This design comes from an exercise in tuning for small area, a short achievable clock period and few clock cycles per item on the open sky130 flow, not from production work.
In this exercise RTL edits were held to simulation tests only and were not proved equivalent to the original.
Power is estimated from default activity; no workload was simulated.

<file path="flow/flow/run.sh">
#!/bin/bash
set -euo pipefail
export SETUP_SLACK_MARGIN=7.5
export TNS_END_PERCENT=100
export BUFFER_PORTS_ARGS="-buffer_cell sky130_fd_sc_hd__buf_1"
bash standard.sh > standard_flow.log 2>&1
</file>
<file path="flow/standard.sh">
#!/bin/bash
# synth_recipe.tcl (not shown) runs the flow's synth.tcl, then flattens the netlist and writes it again
# the make line also repeats each setting of config.mk as NAME=value (left out here)
make -C /OpenROAD-flow-scripts/flow DESIGN_CONFIG=/design/flow/config.mk WORK_HOME=/design/flow/orfs CLKGATE_MAP_FILE= SYNTH_SCRIPT=/design/flow/synth_recipe.tcl "${@:-finish}"
</file>
<file path="flow/config.mk">
export PLATFORM = sky130hd
export DESIGN_NAME = pvga_draw
export DESIGN_NICKNAME = pvga_draw
export VERILOG_FILES = /design/flow/design.v
export SDC_FILE = /design/flow/constraint.sdc
export NUM_CORES = 4
export LEC_CHECK = 0
export ABC_AREA = 1
export CAP_MARGIN = 20
export CORE_AREA = 2 2 166.08 166.08
export CTS_BUF_LIST = sky130_fd_sc_hd__clkbuf_4 sky130_fd_sc_hd__clkbuf_8
export DIE_AREA = 0 0 168.08 168.08
export SLEW_MARGIN = 20
</file>
<file path="flow/constraint.sdc">
create_clock -name core_clock -period 12.0 [get_ports {clk}]
set_input_delay 2.4000 -clock core_clock [delete_from_list [all_inputs] [get_ports {clk}]]
set_output_delay 2.4000 -clock core_clock [all_outputs]
set_load 0.01 [all_outputs]
</file>
<file path="flow/design.v">
module pvga_draw (
    input  wire        clk,
    input  wire        rst,           
    input  wire        cmd_we,        
    input  wire [31:0] cmd_a,
    input  wire [31:0] cmd_b,
    input  wire [31:0] fb_base,
    input  wire [2:0]  err_clr,       
    output reg         busy,
    output reg         err_busy,
    output reg         err_op,
    output reg         err_coord,
    output reg         mem_req,
    output reg         mem_we,
    output wire [31:0] mem_addr,
    output wire [31:0] mem_wdata,
    input  wire        mem_gnt,
    input  wire        mem_rvalid,
    input  wire [31:0] mem_rdata
);
    wire [3:0]         a_op = cmd_a[31:28];
    wire signed [11:0] a_xa = cmd_a[11:0];
    wire signed [11:0] a_ya = cmd_a[23:12];
    wire signed [11:0] a_yb = cmd_b[23:12];
    wire a_is_draw = (a_op >= 4'd1) && (a_op <= 4'd4);
    wire a_is_rsvd = (a_op >= 4'h7);
    wire a_x_ok  = (a_xa >= 0) && (a_xa < 640);
    wire a_ya_ok = (a_ya >= 0) && (a_ya < 480);
    wire a_yb_ok = (a_yb >= 0) && (a_yb < 480);
    wire a_coord_ok = (a_op == 4'd1) ? (a_x_ok && a_ya_ok) :
                      (a_op == 4'd4) ? (a_x_ok && a_ya_ok && a_yb_ok) : 1'b1;
    wire accept = cmd_we && a_is_draw && !busy && a_coord_ok;
    function [9:0] clamp_x(input [11:0] v);
        if (v[11])                  clamp_x = 10'd0;
        else if (v[10:0] > 11'd639) clamp_x = 10'd639;
        else                        clamp_x = v[9:0];
    endfunction
    function [8:0] clamp_y(input [11:0] v);
        if (v[11])                  clamp_y = 9'd0;
        else if (v[10:0] > 11'd479) clamp_y = 9'd479;
        else                        clamp_y = v[8:0];
    endfunction
    reg        p_s1, p_h, p_s2, p_h2;    
    reg        p_a;           
    reg        p_b;           
    reg        p_c;           
    reg        p_m;           
    reg        t_hl, t_vl, t_fill;    
    reg        t_nhl;         
    reg        more;          
    reg [2:0]  col;
    reg [9:0]  rx1, rx2;      
    reg [8:0]  ry1;           
    reg [8:0]  ry2;           
    reg        multi;         
    reg        wrap;          
    reg        at0;           
    reg        wv;            
    reg        nxd;           
    reg        f_nz, f_ge2, f_one;    
    reg [14:0] alo;
    reg [14:0] ahi, ahi1;     
    reg        cf;
    reg [31:0] wbuf;
    assign mem_addr  = {cf ? ahi1 : ahi, alo, 2'b00};
    assign mem_wdata = wbuf;
    wire [14:0] cnt = {t_fill ? rx1[5:0] : 6'd0, ry2};
    wire [5:0]  sm1 = ry2[5:0] | {6{t_nhl}};
    wire [5:0]  q1 = rx1[9:4];
    wire [3:0]  r1 = rx1[3:0];
    wire [5:0]  q2 = rx2[9:4];
    wire [3:0]  r2 = rx2[3:0];
    wire       swap  = rx2 < rx1;
    wire [3:0] da = rx1[9:6];
    wire [4:0] dtv = {1'b0, rx1[5:2]} + {1'b0, da};           
    wire [6:0] tt = {dtv, rx1[1:0]};
    reg  [3:0] dt, mt;
    always @(*) begin
        case (tt)
            7'd0: begin dt = 4'd0; mt = 4'd0; end
            7'd1: begin dt = 4'd0; mt = 4'd1; end
            7'd2: begin dt = 4'd0; mt = 4'd2; end
            7'd3: begin dt = 4'd0; mt = 4'd3; end
            7'd4: begin dt = 4'd0; mt = 4'd4; end
            7'd5: begin dt = 4'd0; mt = 4'd5; end
            7'd6: begin dt = 4'd0; mt = 4'd6; end
            7'd7: begin dt = 4'd0; mt = 4'd7; end
            7'd8: begin dt = 4'd0; mt = 4'd8; end
            7'd9: begin dt = 4'd0; mt = 4'd9; end
            7'd10: begin dt = 4'd1; mt = 4'd0; end
            7'd11: begin dt = 4'd1; mt = 4'd1; end
            7'd12: begin dt = 4'd1; mt = 4'd2; end
            7'd13: begin dt = 4'd1; mt = 4'd3; end
            7'd14: begin dt = 4'd1; mt = 4'd4; end
            7'd15: begin dt = 4'd1; mt = 4'd5; end
            7'd16: begin dt = 4'd1; mt = 4'd6; end
            7'd17: begin dt = 4'd1; mt = 4'd7; end
            7'd18: begin dt = 4'd1; mt = 4'd8; end
            7'd19: begin dt = 4'd1; mt = 4'd9; end
            7'd20: begin dt = 4'd2; mt = 4'd0; end
            7'd21: begin dt = 4'd2; mt = 4'd1; end
            7'd22: begin dt = 4'd2; mt = 4'd2; end
            7'd23: begin dt = 4'd2; mt = 4'd3; end
            7'd24: begin dt = 4'd2; mt = 4'd4; end
            7'd25: begin dt = 4'd2; mt = 4'd5; end
            7'd26: begin dt = 4'd2; mt = 4'd6; end
            7'd27: begin dt = 4'd2; mt = 4'd7; end
            7'd28: begin dt = 4'd2; mt = 4'd8; end
            7'd29: begin dt = 4'd2; mt = 4'd9; end
            7'd30: begin dt = 4'd3; mt = 4'd0; end
            7'd31: begin dt = 4'd3; mt = 4'd1; end
            7'd32: begin dt = 4'd3; mt = 4'd2; end
            7'd33: begin dt = 4'd3; mt = 4'd3; end
            7'd34: begin dt = 4'd3; mt = 4'd4; end
            7'd35: begin dt = 4'd3; mt = 4'd5; end
            7'd36: begin dt = 4'd3; mt = 4'd6; end
            7'd37: begin dt = 4'd3; mt = 4'd7; end
            7'd38: begin dt = 4'd3; mt = 4'd8; end
            7'd39: begin dt = 4'd3; mt = 4'd9; end
            7'd40: begin dt = 4'd4; mt = 4'd0; end
            7'd41: begin dt = 4'd4; mt = 4'd1; end
            7'd42: begin dt = 4'd4; mt = 4'd2; end
            7'd43: begin dt = 4'd4; mt = 4'd3; end
            7'd44: begin dt = 4'd4; mt = 4'd4; end
            7'd45: begin dt = 4'd4; mt = 4'd5; end
            7'd46: begin dt = 4'd4; mt = 4'd6; end
            7'd47: begin dt = 4'd4; mt = 4'd7; end
            7'd48: begin dt = 4'd4; mt = 4'd8; end
            7'd49: begin dt = 4'd4; mt = 4'd9; end
            7'd50: begin dt = 4'd5; mt = 4'd0; end
            7'd51: begin dt = 4'd5; mt = 4'd1; end
            7'd52: begin dt = 4'd5; mt = 4'd2; end
            7'd53: begin dt = 4'd5; mt = 4'd3; end
            7'd54: begin dt = 4'd5; mt = 4'd4; end
            7'd55: begin dt = 4'd5; mt = 4'd5; end
            7'd56: begin dt = 4'd5; mt = 4'd6; end
            7'd57: begin dt = 4'd5; mt = 4'd7; end
            7'd58: begin dt = 4'd5; mt = 4'd8; end
            7'd59: begin dt = 4'd5; mt = 4'd9; end
            7'd60: begin dt = 4'd6; mt = 4'd0; end
            7'd61: begin dt = 4'd6; mt = 4'd1; end
            7'd62: begin dt = 4'd6; mt = 4'd2; end
            7'd63: begin dt = 4'd6; mt = 4'd3; end
            7'd64: begin dt = 4'd6; mt = 4'd4; end
            7'd65: begin dt = 4'd6; mt = 4'd5; end
            7'd66: begin dt = 4'd6; mt = 4'd6; end
            7'd67: begin dt = 4'd6; mt = 4'd7; end
            7'd68: begin dt = 4'd6; mt = 4'd8; end
            7'd69: begin dt = 4'd6; mt = 4'd9; end
            7'd70: begin dt = 4'd7; mt = 4'd0; end
            7'd71: begin dt = 4'd7; mt = 4'd1; end
            7'd72: begin dt = 4'd7; mt = 4'd2; end
            7'd73: begin dt = 4'd7; mt = 4'd3; end
            7'd74: begin dt = 4'd7; mt = 4'd4; end
            7'd75: begin dt = 4'd7; mt = 4'd5; end
            7'd76: begin dt = 4'd7; mt = 4'd6; end
            7'd77: begin dt = 4'd7; mt = 4'd7; end
            7'd78: begin dt = 4'd7; mt = 4'd8; end
            7'd79: begin dt = 4'd7; mt = 4'd9; end
            7'd80: begin dt = 4'd8; mt = 4'd0; end
            7'd81: begin dt = 4'd8; mt = 4'd1; end
            7'd82: begin dt = 4'd8; mt = 4'd2; end
            7'd83: begin dt = 4'd8; mt = 4'd3; end
            7'd84: begin dt = 4'd8; mt = 4'd4; end
            7'd85: begin dt = 4'd8; mt = 4'd5; end
            7'd86: begin dt = 4'd8; mt = 4'd6; end
            7'd87: begin dt = 4'd8; mt = 4'd7; end
            7'd88: begin dt = 4'd8; mt = 4'd8; end
            7'd89: begin dt = 4'd8; mt = 4'd9; end
            7'd90: begin dt = 4'd9; mt = 4'd0; end
            7'd91: begin dt = 4'd9; mt = 4'd1; end
            7'd92: begin dt = 4'd9; mt = 4'd2; end
            7'd93: begin dt = 4'd9; mt = 4'd3; end
            7'd94: begin dt = 4'd9; mt = 4'd4; end
            7'd95: begin dt = 4'd9; mt = 4'd5; end
            7'd96: begin dt = 4'd9; mt = 4'd6; end
            7'd97: begin dt = 4'd9; mt = 4'd7; end
            7'd98: begin dt = 4'd9; mt = 4'd8; end
            7'd99: begin dt = 4'd9; mt = 4'd9; end
            default: begin dt = 4'd0; mt = 4'd0; end
        endcase
    end
    wire [5:0] qd = {1'b0, da, 1'b0} + {da, 2'b0} + {2'b0, dt};
    wire [3:0] rd = mt;
    wire [5:0] q1s2 = t_hl ? rx2[9:4] : rx1[9:4];    
    wire [9:0] dy    = {1'b0, ry2} - {1'b0, ry1};
    wire       yswap = t_vl && dy[9];
    wire [8:0] ydiff = dy[9] ? (~dy[8:0] + 9'd1) : dy[8:0];
    wire [8:0] y1    = yswap ? ry2 : ry1;
    wire       y1z   = (ry1 == 9'd0) || (t_vl && ry2 == 9'd0);
    wire       xa_lt10 = (rx1 < 10'd10);
    wire       xb_lt10 = (rx2 < 10'd10);
    wire       s1_wrap = y1z && (xa_lt10 || (t_hl && xb_lt10));
    wire [5:0] hspan_m1 = q2 + ~q1;              
    wire       h2_multi = (q1 != q2);                
    wire [5:0] q1m1 = q1s2 - 6'd1;
    wire       row0 = at0 && !wv;
    wire       mfull = p_s2 || p_c;              
    wire [3:0] m_lo = (multi && !row0) ? 4'd0 : r1;
    wire [3:0] m_hi = (multi && row0)  ? 4'd9 : r2;
    reg  [31:0] merged;
    reg  [31:0] fillw;
    integer s;
    always @(*) begin
        merged = mem_rdata;
        for (s = 0; s < 10; s = s + 1)
            if ((s[3:0] >= m_lo) && (s[3:0] <= m_hi))
                merged[3*s +: 3] = col;
        fillw = {2'b00, {10{col}}};
    end
    wire go     = mem_req && mem_gnt;
    wire wr_go  = p_c && go;
    wire cap    = mem_rvalid && (!wv || wr_go);
    wire drop   = mem_rvalid && wv && !wr_go;
    wire cnt_nz  = f_nz;
    wire cnt_ge2 = f_ge2;
    wire cnt_one = f_one;
    wire cnt_dec = go && ((p_c && !t_hl) || p_m);
    wire a_to_b  = p_a && more;
    wire a_to_c  = p_a && !more;
    wire c_done  = p_c && !more && !cnt_nz;
    wire c_to_m  = p_c && !more && cnt_nz;
    wire c_to_a  = p_c && more && nxd;
    wire c_to_b  = p_c && more && !nxd && cnt_ge2;      
    wire c_to_c  = p_c && more && !nxd && !cnt_ge2;
    wire m_done  = p_m && cnt_one;
    wire done    = c_done || m_done;
    wire n_a = c_to_a;
    wire n_b = a_to_b || c_to_b;
    wire n_c = a_to_c || p_b || c_to_c;
    wire n_m = c_to_m || (p_m && !cnt_one);
    wire d_ps  = a_to_b || c_to_a || c_to_c;
    wire d_ms  = p_b;
    wire d_2s  = c_to_b;
    wire d_m1  = c_to_m || (p_m && !t_fill);
    wire d_p1  = p_m && t_fill;
    wire fix   = wrap && at0 && (d_ps || d_ms || d_2s);
    reg [15:0] delta;
    reg        cin;
    always @(*) begin
        cin   = 1'b0;
        delta = 16'd0;
        if (p_s1) begin
            if (t_fill)       delta = 16'd0;
            else if (s1_wrap) delta = 16'd30720;
            else              delta = {1'b0, y1, 6'd0};                   
        end else if (p_s2) begin
            delta = t_fill ? 16'd0 : {{10{q1s2 == 6'd0}}, q1m1};         
        end else begin
            if (d_ps)      begin delta = {10'd0, sm1};       cin = 1'b1; end
            else if (d_2s) begin delta = {9'd0, sm1, 1'b1};  cin = 1'b1; end
            else if (d_ms) delta = ~{10'd0, sm1};
            else if (d_m1) delta = 16'hFFFF;
            else if (d_p1) delta = 16'd1;
            if (fix) delta[15:11] = d_ms ? 5'b01110 : 5'b10001;         
        end
    end
    wire [15:0] lo_sum = {1'b0, alo} + {1'b0, delta[14:0]} + {15'd0, cin};
    wire        cf_nx  = delta[15] ? (cf && lo_sum[15]) : (cf || lo_sum[15]);
    wire run = p_a || p_b || p_c || p_m;
    always @(posedge clk) begin
        if (rst) begin
            busy      <= 1'b0;
            err_busy  <= 1'b0;
            err_op    <= 1'b0;
            err_coord <= 1'b0;
            mem_req   <= 1'b0;
            mem_we    <= 1'b0;
            p_s1 <= 1'b0; p_h <= 1'b0; p_s2 <= 1'b0; p_h2 <= 1'b0;
            p_a  <= 1'b0; p_b  <= 1'b0; p_c <= 1'b0; p_m <= 1'b0;
        end else begin
            if (err_clr[0]) err_busy  <= 1'b0;
            if (err_clr[1]) err_op    <= 1'b0;
            if (err_clr[2]) err_coord <= 1'b0;
            if (cmd_we) begin
                if (a_is_rsvd) err_op <= 1'b1;
                else if (a_is_draw) begin
                    if (busy) err_busy <= 1'b1;
                    else if (!a_coord_ok) err_coord <= 1'b1;
                end
            end
            if (accept) busy <= 1'b1;
            p_s1 <= accept;
            p_h  <= p_s1 && t_hl;
            p_s2 <= (p_s1 && !t_hl) || p_h;
            p_h2 <= p_s2 && t_hl;
            if ((p_s2 && !t_hl) || p_h2) begin
                mem_req <= 1'b1;
                mem_we  <= t_fill;
                p_m     <= t_fill;
                p_a     <= !t_fill;
            end
            if (run) begin
                if (go) begin
                    p_a <= n_a; p_b <= n_b; p_c <= n_c; p_m <= n_m;
                    if (done) begin
                        busy    <= 1'b0;
                        mem_req <= 1'b0;
                        mem_we  <= 1'b0;
                    end else begin
                        mem_we  <= n_c || n_m;
                        mem_req <= !n_c || cap || (wv && !wr_go);
                    end
                end else if (p_c) begin
                    mem_req <= cap || wv;
                end
            end
        end
    end
    always @(posedge clk) begin
        if (p_s2 && t_hl) begin
            f_nz  <= 1'b0;
            f_ge2 <= 1'b0;
            f_one <= 1'b0;
        end else if (p_s2 || (p_b && t_hl)) begin
            f_nz  <= (cnt != 15'd0);
            f_ge2 <= !t_hl && (cnt[14:1] != 14'd0);
            f_one <= (cnt == 15'd1);
        end else if (cnt_dec) begin
            f_nz  <= (cnt[14:1] != 14'd0);
            f_ge2 <= (cnt > 15'd2);
            f_one <= (cnt == 15'd2);
        end
    end
    always @(posedge clk) begin
        if (!busy) begin
            rx1    <= clamp_x(cmd_a[11:0]);
            ry1    <= clamp_y(cmd_a[23:12]);
            rx2    <= clamp_x(cmd_b[11:0]);
            ry2    <= cmd_b[20:12];
            col    <= cmd_a[27:25];
            t_hl   <= (cmd_a[31:28] == 4'd3);
            t_nhl  <= (cmd_a[31:28] != 4'd3);
            t_vl   <= (cmd_a[31:28] == 4'd4);
            t_fill <= (cmd_a[31:28] == 4'd2);
            alo    <= fb_base[16:2];
            ahi    <= fb_base[31:17];
            cf     <= 1'b0;
        end else begin
            if (p_s1 || p_s2 || go) begin
                alo <= lo_sum[14:0];
                cf  <= cf_nx;
            end
        end
        if (p_s1) ahi1 <= ahi + 15'd1;
        if (p_s1) begin
            if (t_hl) begin
                rx1 <= swap ? rx2 : rx1;
                rx2 <= swap ? rx1 : rx2;
            end else begin
                rx1 <= {qd, rd};
                rx2 <= {qd, rd};
            end
            ry2  <= t_vl ? ydiff : 9'd0;
            if (t_fill) rx1[5:0] <= 6'd60;       
            wrap <= !t_fill && s1_wrap;
        end
        if (p_h) begin
            rx1 <= rx2;
            rx2 <= {qd, rd};
        end
        if (p_h2) begin
            ry2   <= h2_multi ? {3'd0, hspan_m1} : 9'd0;
            multi <= h2_multi;
            more  <= h2_multi;
        end
        if (p_s2) begin
            if (t_hl) begin
                rx1 <= rx2;
                rx2 <= {qd, rd};
            end
            multi  <= 1'b0;
            more   <= !t_hl && (cnt != 15'd0);
            at0    <= 1'b1;
            wv     <= 1'b0;
            nxd    <= 1'b0;
            wbuf   <= fillw;
        end else begin
            if (cap) wbuf <= merged;
            else if (wr_go && c_to_m) wbuf <= fillw;
            wv <= cap || (wv && !wr_go);
            if (wr_go && more) at0 <= 1'b0;
            if (wr_go) more <= t_nhl && cnt_ge2;
            if (drop) nxd <= 1'b1;
            if (go && n_a) nxd <= 1'b0;
            if (cnt_dec) begin
                ry2  <= ry2 - 9'd1;
                if (ry2 == 9'd0) rx1[5:0] <= rx1[5:0] - 6'd1;
            end
        end
    end
endmodule
</file>
==> run summary <==
==> worst min-delay path, cell delays in order (launching register included) <==
cell and delay [ps]:
dfxtp_1 320, nand2_1 60, a21oi_1 60
==> where the power goes <==
| part | switching, mW | internal, mW | total, mW |
|---|---|---|---|
| Combinational | 0.365 | 0.188 | 0.553 |
| Sequential | 0.0465 | 0.577 | 0.624 |
| Clock | 0.249 | 0.161 | 0.409 |
| Total | 0.661 | 0.926 | 1.59 |
==> metrics by stage <==
stage | hold slack (ps) | setup slack [ps]
floorplan | 459 | 7540
CTS | 479 | 7730
finish | 479 | 7810
detailed placement | 454 | 7730
global route | 501 | 7570
global placement | 454 | 7790
==> repair_timing <==
action,4_1_cts,5_1_grt
gates resized for setup,1,1
hold endpoints to repair,0,0
buffers inserted,0,1
hold buffers,0,0
endpoints found under the setup margin,3,5
==> kinds of logic after synthesis <==
family / count (synthesis) / synth area share (%)
fa+ha+maj: 66 / 7.92
other cells: 1 / 0.0335
compound gates: 367 / 18.3
flops: 146 / 34.5
simple gates: 711 / 27.5
xor+xnor: 35 / 2.74
buf+inv: 246 / 9.05
==> cell usage after synthesis (all sizes together) (3+ instances only) <==
| cell | n | area (µm²) |
|---|---|---|
| dfxtp | 53 | 1060 |
| a31oi | 18 | 113 |
| ha | 58 | 726 |
| o21ai | 170 | 862 |
| buf | 27 | 189 |
| o22ai | 5 | 43.8 |
| edfxtp | 93 | 2790 |
| a21oi | 128 | 652 |
| o311ai | 3 | 26.3 |
| or2 | 3 | 18.8 |
| a211oi | 3 | 22.5 |
| nor3 | 25 | 140 |
| nor4 | 3 | 18.8 |
| o21bai | 4 | 30.0 |
| o211ai | 22 | 170 |
| xor2 | 29 | 254 |
| inv | 193 | 724 |
| nand3b | 6 | 45.0 |
| xnor2 | 6 | 52.6 |
| clkbuf | 20 | 76.3 |
| nor2 | 155 | 642 |
| clkinv | 6 | 22.5 |
| o221ai | 3 | 26.3 |
| nand4 | 19 | 119 |
| nand3 | 108 | 578 |
| nand2 | 390 | 1500 |
| fa | 8 | 160 |
==> layout make-up <==
type,count,area (µm²),area share (%)
clock buffer,17,234,1.86
clock inverter,15,178,1.42
inverter,199,751,5.98
multi-input combinational,1181,6330,50.4
sequential,146,3860,30.7
tap,341,427,3.40
timing repair buffer,199,777,6.19
==> path summary, 6_finish.rpt <==
check	start	end	slack [ps]	cells past startpoint
setup / recovery	cf	mem_addr[19]	7810	4
hold / removal	err_op	err_op	480	2
setup reg to reg	rx1[3]	rx2[9]	7920	17
hold reg to reg	err_op	err_op	480	2
==> metal layers <==
| metal | share of wire (%) | GRT usage [%] |
|---|---|---|
| met3 | 5.1 | 3.36 |
| met4 | 1.8 | 6.48 |
| met1 | 44 | 29.8 |
| met2 | 49 | 42.1 |
| met5 | 0 | 0 |
==> flip-flops by register name, indices dropped and copies added (netlist names), 3 cells and up <==
signal	cells
wbuf	32
alo	15
col	3
ahi1	15
ry2	9
ahi	15
ry1	9
rx1	10
rx2	10
==> cells in the final DEF, fill, tap and decap left out, drive strengths merged, types with 2 or more instances in the layout <==
cell type	n
ha	58
o21bai	4
clkbuf	17
nand3	108
o21a	2
o22ai	5
or2	3
xnor2	6
edfxtp	93
dfxtp	53
xor2	29
nand3b	6
o221ai	3
o21ai	170
o311ai	3
nand2	390
buf	199
o211ai	22
nor3	25
a21oi	128
fa	8
a31oi	18
o32ai	2
inv	202
clkinv	10
o31ai	2
nand4	19
a211oi	3
conb	2
nor2	155
nor4	3
clkinvlp	2
==> out/metrics.csv <==
metric,value,unit
layout.nets,1946,
drv_slew,0,
ys_ff_latch,146,
worstSetupPathType,flip-flop to output port,
antenna_cells,0,
path_clk_slew,90,ps
grt_pass1_vias,10400,
cts_tree,done,
start_kind,flip-flop,
post-route-min-period,4190,ps
ys_warn_count,1,
grt.overflow.total,0,
clkLatencyLatePin,490,ps
antenna_found_initial,0,
synth_edf_count,93,
grt_max_degree,53,
drive_above_1_share,5.75,%
relSlewSlack,48.2,%
cp_data_required_time,9600,ps
dpl_cell_area,0.0121,mm²
tightestPinTransition,777,ps
p_leak,5.43,nW
syn_area,0.0112,mm²
io_pins,206,
synth_cells,1572,
cpMostUsedCell,nand2_1,
crit_arrival,1790,ps
clock_sinks,146,
post-route-drc-count,0,
timing.final.crit_share,34.9,%
critPathMaxFanout,29,
clockBufferDepth,2,
drtIter0Drc,933,
gp_congestion,0.903,
fin_cells,2098,
status,no timing/DRC/antenna violations,
fin_area,0.0125,mm²
power.density,126,mW/mm²
crit_chain,"inv_1, nand2_1, nand2_1, buf_1",
hpwlAfterDp,25300,µm
numCtsBuffers,17,
critPathTopFamily,flip-flops,
fin_util,47.0,%
cap_violations,0,
placed_cells,2065,
cpPeakStageDelay,680,ps
via_count,11100,
synth_ff_type,edfxtp_1,
hold_path.class,flip-flop to flip-flop,
cpMaxStageDelayCell,dfxtp_2,
grt_pass1_wl,53500,µm
core-area,0.0267,mm²
dr.pass1.iters,9,
die_h,168,µm
dieArea,0.0283,mm²
rows,60,
chipWidth,168,µm
power,1.59,mW
syn_avg_cell_area,7.11,µm²
wl,33500,µm
htreeDepth,4,
ir_worst_vdd,0.0000662,V
initial_utilization,41.8,%
avgViaCountPerCell,5.31,
max_freq,239,MHz
grt_setup_unrepaired,no,
synth_cell_types,56,
drt-wirelength-per-cell,16.0,µm
skew,32.0,ps
area_growth,12.2,%
detail-route-antenna-nets,0,
portBuffers,192,
track_usage,23.6,%
hold_viol_final,0,
ys_seq_area_share,34.5,%
setup_viol,0,
tns,0,ps
cp-end-kind,output port,
fill_cells,2841,
critPathBufInv,2,
ys_async_sr_fraction,0,%
cts_root_buf,clkbuf_8,
Testbench counts, summed over its fixed seeds: cycles 62,783, items 2,000.

static timing again, ports no longer ideal:
The results above use ideal ports. As a check the final layout listed here was re-extracted and re-timed, cells and wires unchanged.
Step 1 assumes that a clkbuf_16 drives the clock port and a buf_2 every other input.
Step 2 moves the port delays by t, midway between the first and last clock arrival at a register: inputs arrive t later, outputs are due t later. That takes back most of the time a late clock gives input paths.
a / b / c = no drivers / after step 1 / after step 2; a / b = the first two.
shift t [ns]: 0.526
setup WS [ns]: 7.812 / 7.764 / 7.749
latest minus earliest clock arrival (ns): 0.033 / 0.033
After both steps setup and hold are still met in this run. For this run, drivers alone change the setup slack by -0.048 ns; drivers and shift together by -0.063 ns.
